This design comes from an exercise in tuning for small area, a short achievable clock period and few clock cycles on the open sky130 flow, not from production work. No run shown here included a check of the RTL's function; only the layout flow was run. Power figures rest on the tool's default switching activity, not on a simulated workload.

===== design/flow/design.v =====
module hlfc_tx (
    input  wire        clk,
    input  wire        rst,
    input  wire        cmd_valid,
    output wire        cmd_ready,
    input  wire        cmd_write,
    input  wire [7:0]  cmd_unit,
    input  wire [3:0]  cmd_area,
    input  wire [7:0]  cmd_bank,
    input  wire [15:0] cmd_begin,
    input  wire [15:0] cmd_count,
    output wire        sts_valid,
    output wire [7:0]  sts_code,
    input  wire        wd_valid,
    output wire        wd_ready,
    input  wire [15:0] wd_data,
    output wire        tx_valid,
    input  wire        tx_ready,
    output wire [7:0]  tx_data,
    output wire        tx_last
);
    localparam [4:0] S_IDLE = 5'b000_00;
    localparam [4:0] S_AT   = 5'b000_01;
    localparam [4:0] S_U1   = 5'b000_10;
    localparam [4:0] S_U0   = 5'b000_11;
    localparam [4:0] S_RW   = 5'b001_00;
    localparam [4:0] S_LET  = 5'b001_01;
    localparam [4:0] S_BK1  = 5'b001_10;
    localparam [4:0] S_BK0  = 5'b001_11;
    localparam [2:0] G_BG   = 3'b010;
    localparam [2:0] G_CT   = 3'b011;
    localparam [2:0] G_DAT  = 3'b100;
    localparam [4:0] S_F1   = 5'b101_00;
    localparam [4:0] S_F0   = 5'b101_01;
    localparam [4:0] S_STAR = 5'b101_10;
    localparam [4:0] S_CR   = 5'b101_11;
    function [3:0] hexlo;
        input [3:0] x;
        hexlo = ({4{x == 4'd1}} & 4'd1)
            | ({4{x == 4'd2}} & 4'd2)
            | ({4{x == 4'd3}} & 4'd3)
            | ({4{x == 4'd4}} & 4'd4)
            | ({4{x == 4'd5}} & 4'd5)
            | ({4{x == 4'd6}} & 4'd6)
            | ({4{x == 4'd7}} & 4'd7)
            | ({4{x == 4'd8}} & 4'd8)
            | ({4{x == 4'd9}} & 4'd9)
            | ({4{x == 4'd10}} & 4'd1)
            | ({4{x == 4'd11}} & 4'd2)
            | ({4{x == 4'd12}} & 4'd3)
            | ({4{x == 4'd13}} & 4'd4)
            | ({4{x == 4'd14}} & 4'd5)
            | ({4{x == 4'd15}} & 4'd6);
    endfunction
    function [3:0] add3;
        input [3:0] d;
        input en;
        reg f;
        begin
            f = en & (d[3] | (d[2] & (d[1] | d[0])));
            add3[3] = f | d[3];
            add3[2] = f ? (d[3] & d[0]) : d[2];
            add3[1] = f ? (d[1] & d[0]) | (d[3] & ~d[0]) : d[1];
            add3[0] = f ? ~d[0] : d[0];
        end
    endfunction
    function begin_over;
        input [2:0] a;
        input [15:0] x;
        case (a)
            3'd0: begin_over = (x[15:13] != 3'd0) | (x[12] & x[11]);
            3'd1: begin_over = (x[15:8] != 8'd0) | (x[7] & x[6] & (x[5] | x[4] | x[3]));
            3'd2: begin_over = (x[15:9] != 7'd0);
            3'd6: begin_over = (x[15:10] != 6'd0) | (x[9] & x[8] & x[7] & x[6]);
            3'd5, 3'd7:
                  begin_over = (x[15:14] != 2'd0) |
                               (x[13] & (x[12] | x[11] | (x[10] & x[9] & x[8] & (x[7:4] != 4'd0))));
            default: begin_over = (x[15:12] != 4'd0);
        endcase
    endfunction
    function count_bad;
        input [2:0] a;
        input [15:0] x;
        case (a)
            3'd0: count_bad = (x[15:13] != 3'd0) | (x[12] & x[11] & (x[10:0] != 11'd0));
            3'd1: count_bad = (x[15:8] != 8'd0) | (x[7] & x[6] & (x[5] | x[4] | (x[3] & (x[2:0] != 3'd0))));
            3'd2: count_bad = (x[15:10] != 6'd0) | (x[9] & (x[8:0] != 9'd0));
            3'd6: count_bad = (x[15:10] != 6'd0) | (x[9] & x[8] & x[7] & x[6] & (x[5:0] != 6'd0));
            3'd5, 3'd7:
                  count_bad = (x[15:14] != 2'd0) |
                              (x[13] & (x[12] | x[11] | (x[10] & x[9] & x[8] & (x[7:4] != 4'd0))));
            default: count_bad = (x[15:12] != 4'd0) | (x[11] & (x[10:0] != 11'd0));
        endcase
        count_bad = count_bad | (x == 16'd0);
    endfunction
    function [6:0] letter;
        input [2:0] x;
        letter = ({7{x == 3'd0}} & 7'd82)
            | ({7{x == 3'd1}} & 7'd76)
            | ({7{x == 3'd2}} & 7'd72)
            | ({7{x == 3'd3}} & 7'd67)
            | ({7{x == 3'd4}} & 7'd71)
            | ({7{x == 3'd5}} & 7'd68)
            | ({7{x == 3'd6}} & 7'd74)
            | ({7{x == 3'd7}} & 7'd69);
    endfunction
    function [5:0] unit_bcd;
        input [4:0] x;
        unit_bcd = ({6{x == 5'd1}} & 6'd1)
            | ({6{x == 5'd2}} & 6'd2)
            | ({6{x == 5'd3}} & 6'd3)
            | ({6{x == 5'd4}} & 6'd4)
            | ({6{x == 5'd5}} & 6'd5)
            | ({6{x == 5'd6}} & 6'd6)
            | ({6{x == 5'd7}} & 6'd7)
            | ({6{x == 5'd8}} & 6'd8)
            | ({6{x == 5'd9}} & 6'd9)
            | ({6{x == 5'd10}} & 6'd16)
            | ({6{x == 5'd11}} & 6'd17)
            | ({6{x == 5'd12}} & 6'd18)
            | ({6{x == 5'd13}} & 6'd19)
            | ({6{x == 5'd14}} & 6'd20)
            | ({6{x == 5'd15}} & 6'd21)
            | ({6{x == 5'd16}} & 6'd22)
            | ({6{x == 5'd17}} & 6'd23)
            | ({6{x == 5'd18}} & 6'd24)
            | ({6{x == 5'd19}} & 6'd25)
            | ({6{x == 5'd20}} & 6'd32)
            | ({6{x == 5'd21}} & 6'd33)
            | ({6{x == 5'd22}} & 6'd34)
            | ({6{x == 5'd23}} & 6'd35)
            | ({6{x == 5'd24}} & 6'd36)
            | ({6{x == 5'd25}} & 6'd37)
            | ({6{x == 5'd26}} & 6'd38)
            | ({6{x == 5'd27}} & 6'd39)
            | ({6{x == 5'd28}} & 6'd40)
            | ({6{x == 5'd29}} & 6'd41)
            | ({6{x == 5'd30}} & 6'd48)
            | ({6{x == 5'd31}} & 6'd49);
    endfunction
    reg        tx_v, tx_l;
    reg [6:0]  tx_d;
    reg [7:0]  fcs;
    reg [4:0]  st;
    reg        first, last;
    reg [4:0]  fw;              
    reg        freeq;           
    reg        c_write;
    reg [2:0]  c_area;
    reg [3:0]  c_bank;
    reg [4:0]  c_unit;
    reg [15:0] bg;              
    reg [15:0] ct;              
    reg [3:0]  pn;              
    reg        wfull;
    reg        wrdy;
    reg [3:0]  scnt;            
    reg        bad, unk;
    reg        crdy;
    reg        sv;
    reg [1:0]  scode;
    assign cmd_ready = crdy;
    assign sts_valid = sv;
    assign sts_code  = {3'b000, scode[1], 3'b000, scode[0]};
    assign wd_ready  = wrdy;
    assign tx_valid  = tx_v;
    assign tx_data   = {1'b0, tx_d};
    assign tx_last   = tx_l;
    wire s_idle = (scnt == 4'd0);
    wire s_done = (scnt == 4'd15);
    wire s_run  = !s_idle && !s_done;
    wire s_top  = (scnt == 4'd10);
    wire s_last = (scnt == 4'd1);
    reg bb, cb;
    reg [3:0] scnt_dec;
    always @(*) begin
        case (scnt)
            4'd10: begin bb = cmd_begin[9]; cb = cmd_count[9]; scnt_dec = 4'd9; end
            4'd9:  begin bb = cmd_begin[8]; cb = cmd_count[8]; scnt_dec = 4'd8; end
            4'd8:  begin bb = cmd_begin[7]; cb = cmd_count[7]; scnt_dec = 4'd7; end
            4'd7:  begin bb = cmd_begin[6]; cb = cmd_count[6]; scnt_dec = 4'd6; end
            4'd6:  begin bb = cmd_begin[5]; cb = cmd_count[5]; scnt_dec = 4'd5; end
            4'd5:  begin bb = cmd_begin[4]; cb = cmd_count[4]; scnt_dec = 4'd4; end
            4'd4:  begin bb = cmd_begin[3]; cb = cmd_count[3]; scnt_dec = 4'd3; end
            4'd3:  begin bb = cmd_begin[2]; cb = cmd_count[2]; scnt_dec = 4'd2; end
            4'd2:  begin bb = cmd_begin[1]; cb = cmd_count[1]; scnt_dec = 4'd1; end
            default: begin bb = cmd_begin[0]; cb = cmd_count[0]; scnt_dec = 4'd15; end
        endcase
    end
    wire chk = (scnt == 4'd10) ? begin_over(c_area, cmd_begin) :
               (scnt == 4'd9)  ? count_bad(c_area, cmd_count) : 1'b0;
    wire rejected = unk | bad;
    wire take     = crdy;
    wire take_ok  = take & ~rejected;
    wire [4:0] stc = take_ok ? S_AT : st;
    wire fst = first | take_ok;
    wire tx_free = ~tx_v | tx_ready;
    wire [5:0] ubcd = unit_bcd(c_unit);
    wire [7:0] fcs_x = fcs ^ {1'b0, tx_d};
    wire cap_hit = (fw == 5'd1);    
    wire more = (ct != 16'd0);           
    reg        have;
    reg        isnib;
    reg [3:0]  nib;
    reg [6:0]  cbyte;
    reg [4:0]  nst;
    reg        fx, fz;
    always @(*) begin
        have  = 1'b1;
        isnib = 1'b1;
        nib   = 4'd0;
        cbyte = 7'h0D;
        nst   = stc;
        fx = 1'b1; fz = 1'b0;
        case (stc[4:2])
            3'b000: begin
                case (stc[1:0])
                    2'd0: begin have = 1'b0; fx = 1'b0; end
                    2'd1: begin isnib = 1'b0; cbyte = 7'h40; fx = 1'b0; fz = 1'b1;
                                nst = fst ? S_U1 : {G_DAT, 2'd0}; end
                    2'd2: begin nib = {2'b00, ubcd[5:4]}; nst = S_U0; end
                    default: begin nib = ubcd[3:0]; nst = S_RW; end
                endcase
            end
            3'b001: begin
                case (stc[1:0])
                    2'd0: begin isnib = 1'b0; cbyte = c_write ? 7'h57 : 7'h52; nst = S_LET; end
                    2'd1: begin isnib = 1'b0; cbyte = letter(c_area);
                                nst = (c_area == 3'd7) ? S_BK1 : {G_BG, 2'd0}; end
                    2'd2: begin nib = 4'd0; nst = S_BK0; end
                    default: begin nib = c_bank; nst = {G_BG, 2'd0}; end
                endcase
            end
            G_BG: begin
                case (stc[1:0])
                    2'd0: nib = bg[15:12];
                    2'd1: nib = bg[11:8];
                    2'd2: nib = bg[7:4];
                    default: nib = pn;
                endcase
                nst = {G_BG, stc[1] ^ stc[0], ~stc[0]};
                if (stc[1:0] == 2'd3) nst = c_write ? {G_DAT, 2'd0} : {G_CT, 2'd0};
            end
            G_CT: begin
                case (stc[1:0])
                    2'd0: nib = ct[15:12];
                    2'd1: nib = ct[11:8];
                    2'd2: nib = ct[7:4];
                    default: nib = pn;
                endcase
                nst = {G_CT, stc[1] ^ stc[0], ~stc[0]};
                if (stc[1:0] == 2'd3) nst = S_F1;
            end
            G_DAT: begin
                case (stc[1:0])
                    2'd0: begin nib = bg[15:12]; have = wfull; end
                    2'd1: nib = bg[11:8];
                    2'd2: nib = bg[7:4];
                    default: nib = pn;
                endcase
                nst = {G_DAT, stc[1] ^ stc[0], ~stc[0]};
                if (stc[1:0] == 2'd3 && (last || cap_hit)) nst = S_F1;
            end
            default: begin
                case (stc[1:0])
                    2'd0: begin nib = fcs_x[7:4]; nst = S_F0; end
                    2'd1: begin nib = fcs[3:0]; fx = 1'b0; nst = last ? S_STAR : S_CR; end
                    2'd2: begin isnib = 1'b0; cbyte = 7'h2A; fx = 1'b0; nst = S_CR; end
                    default: begin isnib = 1'b0; cbyte = 7'h0D; fx = 1'b0;
                                   nst = last ? S_IDLE : S_AT; end
                endcase
            end
        endcase
    end
    wire nib_af = nib[3] & (nib[2] | nib[1]);
    wire [6:0] nb = isnib ? {nib_af, ~nib_af, ~nib_af, hexlo(nib)} : cbyte;
    wire adv = tx_free & have;
    wire in_bgct = (stc[4:2] == G_BG) || (stc[4:2] == G_CT) || (stc[4:2] == G_DAT);
    wire at2  = in_bgct && (stc[1:0] == 2'd2);           
    wire at3  = (stc[4:2] == G_DAT) && (stc[1:0] == 2'd3);
    wire is_cr = (stc == S_CR);
    wire idle_next = adv ? (is_cr && last) : (stc == S_IDLE);
    wire wd_fire = wd_valid & wrdy;
    always @(posedge clk) begin
        if (rst) begin
            st    <= S_IDLE;
            tx_v  <= 1'b0;
            freeq <= 1'b1;
            wfull <= 1'b0;
            wrdy  <= 1'b0;
            scnt  <= 4'd0;
            crdy  <= 1'b0;
            sv    <= 1'b0;
        end else begin
            if (tx_free)
                tx_v <= have;
            st <= stc;
            if (adv) begin
                tx_d <= nb;
                tx_l <= is_cr;
                st   <= nst;
                if (fz) fcs <= 8'h00;
                else if (fx) fcs <= fcs_x;
                if (is_cr) first <= 1'b0;
                if (stc == S_AT) fw <= fst ? 5'd9 : 5'd2;
                if (at3) fw <= {fw[3:0], fw[4] ^ fw[2]};
                if (at2) begin
                    pn <= (stc[4:2] == G_CT) ? ct[3:0] : bg[3:0];
                    if (stc[4:2] == G_DAT) last <= !more;
                    if (stc[4:2] == G_CT || (stc[4:2] == G_DAT && !more))
                        freeq <= 1'b1;
                end
            end
            if (take_ok) begin
                first <= 1'b1;
                last  <= ~c_write;
                freeq <= 1'b0;
            end
            if (wd_fire) begin
                bg    <= wd_data;
                ct    <= {2'b00, ct[13:0] - 14'd1};
                wfull <= 1'b1;
                wrdy  <= 1'b0;
            end else if (adv && at2 && stc[4:2] != G_CT) begin
                wfull <= 1'b0;
                wrdy  <= (stc[4:2] == G_BG) ? c_write : more;
            end
            sv   <= take;
            crdy <= 1'b0;
            if (take) begin
                scode <= {rejected, unk};
                scnt  <= 4'd0;
            end else if (s_idle) begin
                if (freeq && cmd_valid) begin
                    scnt    <= 4'd10;
                    c_write <= cmd_write;
                    c_area  <= cmd_area[2:0];
                    c_bank  <= cmd_bank[3:0];
                    c_unit  <= cmd_unit[4:0];
                    unk     <= cmd_area[3];
                    bad     <= (cmd_unit[7:5] != 3'd0) || (cmd_begin[15:14] != 2'd0) ||
                               (cmd_count[15:14] != 2'd0) ||
                               (cmd_area[2:0] == 3'd7 && (cmd_bank[7:4] != 4'd0 ||
                                (cmd_bank[3] && cmd_bank[2] && (cmd_bank[1] || cmd_bank[0]))));
                    bg      <= {12'd0, cmd_begin[13:10]};
                    ct      <= {12'd0, cmd_count[13:10]};
                end
            end else if (s_run) begin
                bg <= {bg[14:12], add3(bg[11:8], 1'b1), add3(bg[7:4], 1'b1), add3(bg[3:0], 1'b1), bb};
                ct <= {ct[14:12], add3(ct[11:8], ~c_write), add3(ct[7:4], ~c_write),
                       add3(ct[3:0], ~c_write), cb};
                bad <= bad | chk;
                if (s_last) begin
                    scnt <= 4'd15;
                    crdy <= idle_next;
                end else
                    scnt <= scnt_dec;
            end else begin
                crdy <= !crdy && (rejected || idle_next);
            end
        end
    end
endmodule

===== design/flow/constraint.sdc =====
create_clock -name core_clock -period 12.0 [get_ports {clk}]
set_input_delay 2.4000 -clock core_clock [delete_from_list [all_inputs] [get_ports {clk}]]
set_output_delay 2.4000 -clock core_clock [all_outputs]
set_load 0.01 [all_outputs]

===== design/flow/config.mk =====
export PLATFORM = sky130hd
export DESIGN_NAME = hlfc_tx
export DESIGN_NICKNAME = hlfc_tx
export VERILOG_FILES = /design/flow/design.v
export SDC_FILE = /design/flow/constraint.sdc
export NUM_CORES = 4
export LEC_CHECK = 0
export ABC_AREA = 1
export CAP_MARGIN = 20
export CORE_MARGIN = 2
export CORE_UTILIZATION = 40
export SLEW_MARGIN = 20

===== design/flow/run.sh =====
#!/bin/bash
# synth_recipe.tcl (not shown) runs the flow's synth.tcl, then flattens the netlist and writes it again
# the make line also repeats each setting of config.mk as NAME=value (left out here)
make -C /OpenROAD-flow-scripts/flow DESIGN_CONFIG=/design/flow/config.mk WORK_HOME=/design/flow/orfs CLKGATE_MAP_FILE= SYNTH_SCRIPT=/design/flow/synth_recipe.tcl finish

==> impl_metrics.yaml, run 1 <==
status:
  status: "complete, no violations"
timing:
  whs_ps: 490.9
  finalMaxSlewViolations: 0
  fin_tns_setup_ps: 0
  finClkSkew_ps: 8.754
  fin_crit_sh: 0.3926
  clock.fmax_mhz: 212.3
  tightestPinTransition_ps: 916.4
  setup_viol: 0
  hold_viol: 0
  slew_headroom: 0.3891
  min_period_ps: 4711
  rsz0062_at_grt: "no"
critical_path:
  cp-start-kind: "input port"
  critPathArrivalTime_ps: 4690
  path_max_fanout: 9
  worst-endpoint-required_ps: 11980
  path_class: "in2reg"
  cp-end-kind: "flop"
detailed_routing:
  ant_nets: 0
  wirelength_mm: 19.80
  routed-via-count: 6576
  viasPerCell: 5.346
  initialDrtViolationCount: 561
  drt_pre_antenna_iters: 5
  wl_per_cell_um: 16.10
  drc: 0
die:
  io_pins: 95
  die_area_um2: 17520
  initial_core_util: 0.4120
  die_y_um: 132.4
  die_w_um: 132.4
  rows: 46
  core_um2: 16000
synthesis:
  synth_edf_count: 75
  syn_inst: 934
  ys_warn_count: 1
  synthTopCellsByArea: "edfxtp_1, nand2_1, inv_1"
  avgSynthCellArea_um2: 7.058
  yosysTopAreaCell: "edfxtp_1"
  ys_types: 47
  postSynth.asyncResetShare: 0
  yosys_most_used_dff: "edfxtp_1"
  synth-seq-cells: 90
  syn_area_um2: 6593
  ys_seq_area_frac: 0.3872
  yosysTopAreaCellShare: 0.3416
global_route:
  grt_max_degree: 38
  grt_pass1_wl_mm: 31.97
  antenna_found_initial: 0
  track_usage: 0.2300
  overflow: 0
  grt_pass1_vias: 6263
hold_path:
  hold_path_class: "reg2reg"
clock_tree:
  cts-hold-fix-buffers: 0
  cts_root_buf: "clkbuf_16"
  clock_path_buffers: 2
  cts_num_sinks: 90
  htree_levels: 3
  clk_latency_ps: 350
  cts_made_buffers: 9
  post_cts_resized: 0
  clk_pin_slew_worst_paths_ps: 70
  cts_setup_buffers: 0
  cts_tree: "yes"
finish:
  n_fill_cell: 1671
  fin_area_um2: 7945
  synthToLayoutAreaGrowth_pct: 20.52
  layout.nets: 1091
  diodes: 0
  drive_gt1_frac: 0.05227
pwr:
  p_total_mw: 1.849
  power.density_nw_per_um2: 232.8
  p_leak_nw: 3.425
  vdd_drop_max_uv: 116.1
place:
  place.gp.congestion: 0.9603
  hpwl_mm: 15.20
  placed_area_um2: 7599
  portBuffers: 87
run:
  drv_cap: 0
report_power, final:
| group | total, mW | internal (mW) | leakage [nW] | switching, mW |
|---|---|---|---|---|
| Clock | 0.324 | 0.197 | 0.170 | 0.127 |
| Combinational | 0.897 | 0.317 | 2.42 | 0.580 |
| Sequential | 0.628 | 0.511 | 0.835 | 0.117 |
sequential cells by signal, indices dropped and copies added (netlist names), 2 cells and up:
name	flops
c_unit	5
c_bank	4
ct	16
tx_d	7
c_area	3
fw	5
bg	16
scode	2
fcs	7
pn	4
st	5
scnt	4
Yosys cell counts (3+ instances only):
| master | n |
|---|---|
| a211oi_1 | 5 |
| a21oi_1 | 65 |
| a221oi_1 | 5 |
| a31oi_1 | 9 |
| buf_2 | 12 |
| buf_4 | 7 |
| clkbuf_1 | 10 |
| dfxtp_1 | 15 |
| edfxtp_1 | 75 |
| ha_1 | 8 |
| inv_1 | 136 |
| inv_2 | 6 |
| nand2_1 | 208 |
| nand2_2 | 9 |
| nand3_1 | 55 |
| nand4_1 | 13 |
| nor2_1 | 119 |
| nor2_2 | 5 |
| nor2_4 | 4 |
| nor3_1 | 19 |
| nor4_1 | 3 |
| o211ai_1 | 9 |
| o21ai_0 | 79 |
| o21ai_1 | 5 |
| o22ai_1 | 9 |
| o32ai_1 | 3 |
| xor2_1 | 12 |
final cells by class:
class / count / area, µm² / area share
multi-input combinational: 676 / 3353 / 0.4220
clock inverter: 2 / 38.79 / 0.004882
inverter: 143 / 539.3 / 0.06787
timing repair buffer: 89 / 885.9 / 0.1115
clock buffer: 14 / 305.3 / 0.03843
tap: 216 / 270.3 / 0.03402
sequential: 90 / 2552 / 0.3213
critical path: stages:
cell             delay (ps)
clkdlybuf4s50_1         450
inv_1                    30
nand2_1                  70
nand2_1                 190
nor2_1                  660
inv_1                   260
a21oi_1                 610
metal layers:
metal,wire (µm),global-route usage,vias up
li1,-,-,3288
met1,9005,0.3049,3044
met2,9248,0.3762,210
met3,1036,0.03460,34
met4,513,0.09498,0
met5,0,0,-
per-stage QoR:
stage,cells,setup slack (ps),util
6_report,1230,7289,0.4966
5_1_grt,1230,7011,0.4966
4_1_cts,1230,7299,0.4964
3_5_place_dp,1214,6931,0.4749
3_3_place_gp,1214,7032,0.4749
2_1_floorplan,940,7978,-
path summary, 6_finish.rpt:
| check | from | depth (start not counted) | to | slack [ps] |
|---|---|---|---|---|
| worst max register to register | crdy | 9 | fcs[6] | 7790 |
| worst max-delay path | tx_ready | 7 | fcs[6] | 7290 |
| worst min register to register | wfull | 2 | wfull | 490 |
| worst min-delay path | wfull | 2 | wfull | 490 |
placed cells by master, fill, tap and decap left out, types with 10 or more instances in the layout:
cell type,instances
nor3_1,19
inv_1,135
clkdlybuf4s50_1,87
nand4_1,13
nor2_1,118
xor2_1,12
o21ai_0,79
nand3_1,55
clkbuf_16,10
edfxtp_1,75
dfxtp_1,15
a21oi_1,65
nand2_1,208
kinds of logic (layout without fill, tap and decap cells):
family / after synthesis / after routing / synth area share
xor gates and xnor gates: 12 / 12 / 0.01594
AOI/OAI and AO/OA: 206 / 206 / 0.1805
other: 1 / 7 / 0.0005688
buffers and inverters: 174 / 248 / 0.1080
and+or+nand+nor: 443 / 443 / 0.2927
DFF: 90 / 90 / 0.3872
adders and majority gates: 8 / 8 / 0.01518
==> inputs of run 2 (changes only) <==
--- a/design/flow/config.mk
+++ b/design/flow/config.mk
@@ -5,7 +5,6 @@
 export SDC_FILE = /design/flow/constraint.sdc
 export NUM_CORES = 4
 export LEC_CHECK = 0
-export ABC_AREA = 1
 export CAP_MARGIN = 20
 export CORE_MARGIN = 2
 export CORE_UTILIZATION = 40
==> run 2 against run 1 <==
Non-clock buffer count up 5. Design area down 4.2%. Fmax up 1.1%. Clock power up 5%. Die area down 4.4%. Combinational power up 2.8%. Critical endpoint is now bad. Largest cell class unchanged. Largest power group unchanged.
==> impl_metrics.yaml, run 2 <==
status:
  status: "complete, no violations"
die:
  rows: 45
  core_um2: 15260
  die_w_um: 129.4
  io_pins: 95
  initial_core_util: 0.4123
  die_y_um: 129.4
  die_area_um2: 16750
critical_path:
  cp-end-kind: "flop"
  path_class: "in2reg"
  crit_top_cell: "o22ai_1"
  worstPathCellList: "clkdlybuf4s50_1 -> or4_4 -> or4_1 -> o31a_1 -> o22ai_1 -> o21ai_0 -> a311oi_1 -> o22ai_1"
  critPathMaxStageDelay_ps: 570
  path_max_fanout: 4
  worst-endpoint-required_ps: 12080
  critPathArrivalTime_ps: 4740
  reg2regPathDepth: 9
  cp-start-kind: "input port"
  cp_slowest_cell: "or4_4"
timing:
  finalMaxSlewViolations: 0
  rsz0062_at_grt: "no"
  clock.fmax_mhz: 214.6
  min_period_ps: 4659
  hold_viol: 0
  setup_viol: 0
  finClkSkew_ps: 10.87
  slew_headroom: 0.3414
  tightestPinTransition_ps: 984.3
  fin_tns_setup_ps: 0
  fin_crit_sh: 0.3883
finish:
  final_cell_mix: "clkdlybuf4s50_1, edfxtp_1, nand2_1"
  n_fill_cell: 1415
  multi_input_area_um2: 3407
  reg.largest.list: "bg (16), ct (16)"
  final_common_cell: "clkdlybuf4s50_1"
  diodes: 0
  drive_gt1_frac: 0.05385
  layout.nets: 857
  regArea_um2: 2552
  synthToLayoutAreaGrowth_pct: 20.96
place:
  place.gp.congestion: 0.9072
  portBuffers: 87
  hpwl_mm: 13.94
detailed_routing:
  wirelength_met1_mm: 8.493
  wl_met3_mm: 1.268
  wirelength_mm: 18.82
  wl_per_cell_um: 18.99
  drc: 0
  ant_nets: 0
  viasPerCell: 6.000
  drt_pre_antenna_iters: 5
  top_layer_used: "met4"
  initialDrtViolationCount: 603
  wl_met2_mm: 8.670
  routed-via-count: 5946
pwr:
  p_comb_frac: 0.475
  p_total_mw: 1.941
  p_leak_nw: 2.675
  swShare: 0.4346
  internal-power_mw: 1.098
  seq_power_share: 0.350
  power.density_nw_per_um2: 255.1
  clkPwrFrac: 0.175
  power.switching_mw: 0.8438
  vdd_drop_max_uv: 128.5
hold_path:
  hold_depth: 2
  hold_path_class: "reg2reg"
global_route:
  grt_pass1_wl_mm: 29.70
  grt_max_degree: 24
  grt_pass1_vias: 5619
  antenna_found_initial: 0
  track_usage: 0.2266
  overflow: 0
clock_tree:
  cts_root_buf: "clkbuf_16"
  cts_tree: "yes"
  cts_setup_buffers: 0
  cts_num_sinks: 90
  post_cts_resized: 0
  htree_levels: 3
  clk_latency_ps: 350
  clk_pin_slew_worst_paths_ps: 70
  cts-hold-fix-buffers: 0
  cts_made_buffers: 9
  clock_path_buffers: 2
run:
  drv_cap: 0
synthesis:
  syn_area_um2: 6291
  ys_warn_count: 1
  synth_top_family_by_area: "compound AO/OA/AOI/OAI gates"
  synth.top_cells.by_count: "edfxtp_1, nand2_1, a21oi_1, nor2_1, o21ai_0"
  yosys_most_used_dff: "edfxtp_1"
  synth-adder-area-share: 0.01750
  synth_xor_area_frac: 0.03202
  postSynth.asyncResetShare: 0
  synth_edf_count: 75
  yosysTopAreaCell: "edfxtp_1"
  ys_seq_area_frac: 0.4057
  synthSimpleGateAreaFrac: 0.1915
  yosysMostFrequentCell: "edfxtp_1"
  yosysTopAreaCellShare: 0.3580
  synthTopCellsByArea: "edfxtp_1, dfxtp_1, a21oi_1"
  synth_compound_area_frac: 0.2609
  synth.area.mux_share: 0.03441
  synth-seq-cells: 90
  syn_inst: 718
  ys_types: 72
  avgSynthCellArea_um2: 8.762
## run 2: changes by cell type in the layout (fill, tap and decap cells not counted), moves of 10 or more
| cell | before | now |
|---|---|---|
| o21ai_0 | 79 | 55 |
| nand2b_1 | 0 | 14 |
| nand4_1 | 13 | 2 |
| a22oi_1 | 1 | 15 |
| nand3_1 | 55 | 24 |
| mux2i_1 | 0 | 16 |
| xnor2_1 | 0 | 17 |
| inv_1 | 135 | 24 |
| a211oi_1 | 5 | 15 |
| nor2b_1 | 0 | 12 |
| nor4_1 | 3 | 13 |
| nand2_1 | 208 | 72 |
| nor2_1 | 118 | 58 |
| o22ai_1 | 9 | 22 |
## run 2: routing by layer
| metal | track usage | vias up |
|---|---|---|
| met1 | 0.3133 | 2844 |
| li1 | - | 2813 |
| met3 | 0.04294 | 23 |
| met2 | 0.3591 | 266 |
| met4 | 0.07590 | 0 |
| met5 | 0 | - |
## run 2: critical path: cells and delay by family
kind                   cells  cell delay, ps
AOI/OAI and AO/OA          5             850
buffers and inverters      1             480
and+or+nand+nor            2            1010
## run 2: layout make-up
| class | instances | share of cell area |
|---|---|---|
| clock buffers | 11 | 0.03321 |
| clock inverters | 5 | 0.01414 |
| inverters | 26 | 0.01348 |
| multi-input cells | 554 | 0.4477 |
| flip-flops and latches | 90 | 0.3354 |
| well taps | 211 | 0.03469 |
| repair buffers | 94 | 0.1213 |
## run 2: cell families (layout without fill, tap and decap cells)
family,count (synthesis),in the layout
compound gates,246,246
flops,90,90
fa+ha+maj,9,9
other cells,1,7
buf+inv,80,136
xor+xnor,23,23
mux,20,20
simple gates,249,249
## run 2: final timing paths
| path | start | endpoint | slack, ps |
|---|---|---|---|
| setup / recovery | cmd_begin[15] | bad | 7340 |
| hold / removal | wfull | wfull | 460 |
| setup reg to reg | crdy | pn[1] | 7720 |
| hold reg to reg | wfull | wfull | 460 |
## run 2: per-stage QoR
stage,cells,hold WS (ps),util,setup WS [ps],cell area [µm²]
2_1_floorplan,724,436.7,-,7607,6314
3_3_place_gp,974,447.7,0.4746,7052,7242
3_5_place_dp,974,447.6,0.4746,7014,7242
4_1_cts,990,456.9,0.4982,7366,7602
5_1_grt,991,487.1,0.4987,7210,7610
6_report,991,457.7,0.4987,7341,7610
## run 2: power groups by stage
| stage | registers [mW] | logic (mW) | clock network [mW] |
|---|---|---|---|
| after floorplan | 0.577 | 0.727 | 0 |
| after global placement | 0.675 | 0.890 | 0 |
| after detailed placement | 0.681 | 0.905 | 0 |
| after CTS | 0.674 | 0.911 | 0.343 |
| after global routing | 0.697 | 1.03 | 0.356 |
| final | 0.679 | 0.922 | 0.340 |
==> inputs of run 3 (changes only) <==
==> design/flow/flow/run.sh (new file) <==
#!/bin/bash
# Own layout flow: the standard ORFS flow (standard.sh), with two changes to how
# the layout is made:
#  - the port buffers that ORFS inserts on every input and output are buf_2 cells
#    instead of the default choice (a slow delay buffer);
#  - repair_timing (floorplan, CTS and global-route stages) works towards a setup
#    slack margin, so it sizes up the gates of paths that are far slower than they
#    need to be.
# The clock period, the SDC, synthesis, floorplan, power grid and tap cells are the
# standard flow's. Every tool's output goes to a log in this folder (and ORFS keeps
# its own per-step logs under orfs/logs).
set -euo pipefail
export BUFFER_PORTS_ARGS="-buffer_cell sky130_fd_sc_hd__buf_2"
export SETUP_SLACK_MARGIN="${OWN_SETUP_MARGIN:-8.4}"
bash standard.sh > standard_flow.log 2>&1
==> design/flow/standard.sh (new file) <==
#!/bin/bash
# synth_recipe.tcl (not shown) runs the flow's synth.tcl, then flattens the netlist and writes it again
# the make line also repeats each setting of config.mk as NAME=value (left out here)
make -C /OpenROAD-flow-scripts/flow DESIGN_CONFIG=/design/flow/config.mk WORK_HOME=/design/flow/orfs CLKGATE_MAP_FILE= SYNTH_SCRIPT=/design/flow/synth_recipe.tcl "${@:-finish}"
--- a/design/flow/config.mk
+++ b/design/flow/config.mk
@@ -5,6 +5,7 @@
 export SDC_FILE = /design/flow/constraint.sdc
 export NUM_CORES = 4
 export LEC_CHECK = 0
+export ABC_AREA = 1
 export CAP_MARGIN = 20
 export CORE_MARGIN = 2
 export CORE_UTILIZATION = 40
removed: design/flow/run.sh
==> run 3 against run 2 <==
Non-clock buffer count rose by 12. Highest routed layer unchanged. Register-to-register slack better by 970 ps. Synthesized cell count rose by 30%. Utilization is 1.3 points lower. Largest power group unchanged.
==> impl_metrics.yaml, run 3 <==
synthesis:
  syn_inst: 934
  yosysMostFrequentCell: "nand2_1"
  syn_area_um2: 6593
  yosys_most_used_dff: "edfxtp_1"
  synth.top_cells.by_count: "nand2_1, inv_1, nor2_1, o21ai_0, edfxtp_1"
  synth_xor_area_frac: 0.01594
  synth-seq-cells: 90
  ys_seq_area_frac: 0.3872
  synthTopCellsByArea: "edfxtp_1, nand2_1, inv_1"
  synth-adder-area-share: 0.01518
  yosysTopAreaCellShare: 0.3416
  postSynth.asyncResetShare: 0
  ys_warn_count: 1
  synth_edf_count: 75
  avgSynthCellArea_um2: 7.058
  synthSimpleGateAreaFrac: 0.2927
  synth.area.mux_share: 0
  synth_top_family_by_area: "simple AND/OR/NAND/NOR gates"
  yosysTopAreaCell: "edfxtp_1"
  synth_compound_area_frac: 0.1805
  ys_types: 47
finish:
  n_fill_cell: 1712
  layout.nets: 1111
  reg.largest.list: "bg (16), ct (16)"
  drive_gt1_frac: 0.1770
  final_common_cell: "nand2_1"
  diodes: 0
  post-route-util: 0.4862
  fin_cells: 1250
  fin_area_um2: 7779
  synthToLayoutAreaGrowth_pct: 17.99
  final_cell_mix: "nand2_1, inv_1, nor2_1"
status:
  status: "complete, no violations"
pwr:
  vdd_drop_max_uv: 95.56
  p_leak_nw: 3.514
  p_total_mw: 1.863
  power.density_nw_per_um2: 239.5
detailed_routing:
  wirelength_mm: 20.29
  wl_per_cell_um: 16.23
  drt_pre_antenna_iters: 5
  viasPerCell: 5.340
  routed-via-count: 6675
  drc: 0
  initialDrtViolationCount: 715
  ant_nets: 0
global_route:
  grt_use_met3: 0.02884
  grtUsageMet2: 0.3656
  grt_pass1_vias: 6072
  track_usage: 0.2264
  antenna_found_initial: 0
  gr-max-usage-layer: "met2"
  overflow: 0
  use_met1: 0.3089
  grt_pass1_wl_mm: 31.48
  grt_max_degree: 23
timing:
  min_period_ps: 3566
  fin_tns_setup_ps: 0
  setup_viol: 0
  slew_headroom: 0.4887
  finClkSkew_ps: 10.63
  clock.fmax_mhz: 280.5
  finalMaxSlewViolations: 0
  hold_viol: 0
  final.setup.worst_slack_ps: 8434
  rsz0062_at_grt: "yes"
  fin_crit_sh: 0.2971
  tightestPinTransition_ps: 767.0
  whs_ps: 489.5
run:
  drv_cap: 0
critical_path:
  worstPathCellList: "buf_4 -> buf_2"
  worst-endpoint-required_ps: 9600
  cp_slowest_cell: "dfxtp_1"
  r2r_slack_ps: 8690
  path_class: "reg2out"
  reg2regPathDepth: 18
  worstSetupStartpoint: "crdy"
  critPathMaxStageDelay_ps: 370
  cp-start-kind: "flop"
  path_max_fanout: 14
  rr_endpoint: "tx_d[1]"
  cp-end-kind: "output port"
  reg2reg_from: "unk"
  critPathArrivalTime_ps: 1170
clock_tree:
  htree_levels: 3
  cts_tree: "yes"
  clk_latency_ps: 350
  cts_root_buf: "clkbuf_16"
  cts_made_buffers: 9
  clock_path_buffers: 2
  cts_num_sinks: 90
  cts-hold-fix-buffers: 0
  clk_pin_slew_worst_paths_ps: 70
hold_path:
  hold_path_class: "reg2reg"
  worstHoldEndpoint: "tx_v"
  min_from: "tx_v"
  hold_depth: 2
place:
  portBuffers: 87
  placed_area_um2: 7224
  place.gp.congestion: 0.9231
  placed_cells: 1213
  hpwl_mm: 15.15
  place_worst_setup_slack_ps: 7674
die:
  die_y_um: 132.4
  die_w_um: 132.4
  io_pins: 95
  initial_core_util: 0.4120
  die_area_um2: 17520
  core_um2: 16000
  rows: 46
## run 3: power by group
part	total, mW	leakage, nW	internal [mW]	switching, mW
clock network	0.301	0.143	0.169	0.132
registers	0.627	0.835	0.511	0.117
logic	0.934	2.54	0.322	0.612
total	1.86	3.51	1.00	0.861
## run 3: cell type report
cell class / instances / area (µm²) / share of cell area
well taps: 216 / 270.3 / 0.03474
multi-input cells: 677 / 3498 / 0.4497
inverters: 143 / 550.5 / 0.07077
repair inverters: 2 / 15.01 / 0.001930
clock buffers: 10 / 239.0 / 0.03072
flip-flops and latches: 90 / 2552 / 0.3281
repair buffers: 106 / 580.6 / 0.07463
clock inverters: 6 / 72.57 / 0.009329
## run 3: worst max path at each step
stage	endpoint	cells past startpoint
floorplan	ct[11]	8
global placement	ct[11]	10
detailed placement	ct[11]	10
CTS	ct[11]	9
global route	ct[9]	12
finish	cmd_ready	2
## run 3: critical path: cells and delay by family (launching register included)
family | cells | cell delay (ps)
buffers and inverters | 2 | 450
DFF | 1 | 370
## run 3: kinds of logic after synthesis
logic type | Yosys count
flip-flops | 90
AO/OA/AOI/OAI | 206
adder cells (fa/ha/maj) | 8
buffers and inverters | 174
XOR/XNOR | 12
other | 1
AND/OR/NAND/NOR | 443
## run 3: layer usage
metal | wire, µm | vias to the layer above
li1 | - | 3306
met1 | 9116 | 3080
met2 | 9336 | 248
met3 | 1204 | 41
met4 | 635 | 0
met5 | 0 | -
## run 3: timing repair
| item | in CTS | in global routing |
|---|---|---|
| pin swaps | 0 | 7 |
| cloned | 3 | 0 |
| gates resized for setup | 11 | 15 |
| buffers inserted | 0 | 18 |
| setup endpoints to repair | 63 | 35 |

## static timing again, ports no longer ideal
The flow's constraints put no driver on any port. The routed layouts listed below were extracted and timed again, unchanged, in two steps. Step 1 (the two cells are an assumption about what drives the block):
set clk [get_ports {clk}]
set_driving_cell -lib_cell sky130_fd_sc_hd__clkbuf_16 $clk
set_driving_cell -lib_cell sky130_fd_sc_hd__buf_2 [delete_from_list [all_inputs] $clk]
Step 2, shift: input delay + t, output delay - t, t = (earliest + latest rising clock arrival at the registers) / 2. This alone moves slack from input paths to output paths. Three values: ideal, step 1, step 2; two values: the first two.
run | t (ns) | setup WS [ns] | clock arrival spread, ns | worst data-port slew with drivers (ns)
run 1 | 0.390 | 7.289 / 7.303 / 6.913 | 0.009 / 0.009 | 0.04
run 2 | 0.385 | 7.341 / 7.353 / 6.969 | 0.011 / 0.011 | 0.04
run 3 | 0.391 | 8.434 / 8.392 / 8.061 | 0.011 / 0.010 | 0.03
After both steps setup and hold are still met in every run listed. For run 1, which loses most, drivers alone change the setup slack by +0.014 ns; drivers and shift together by -0.376 ns.
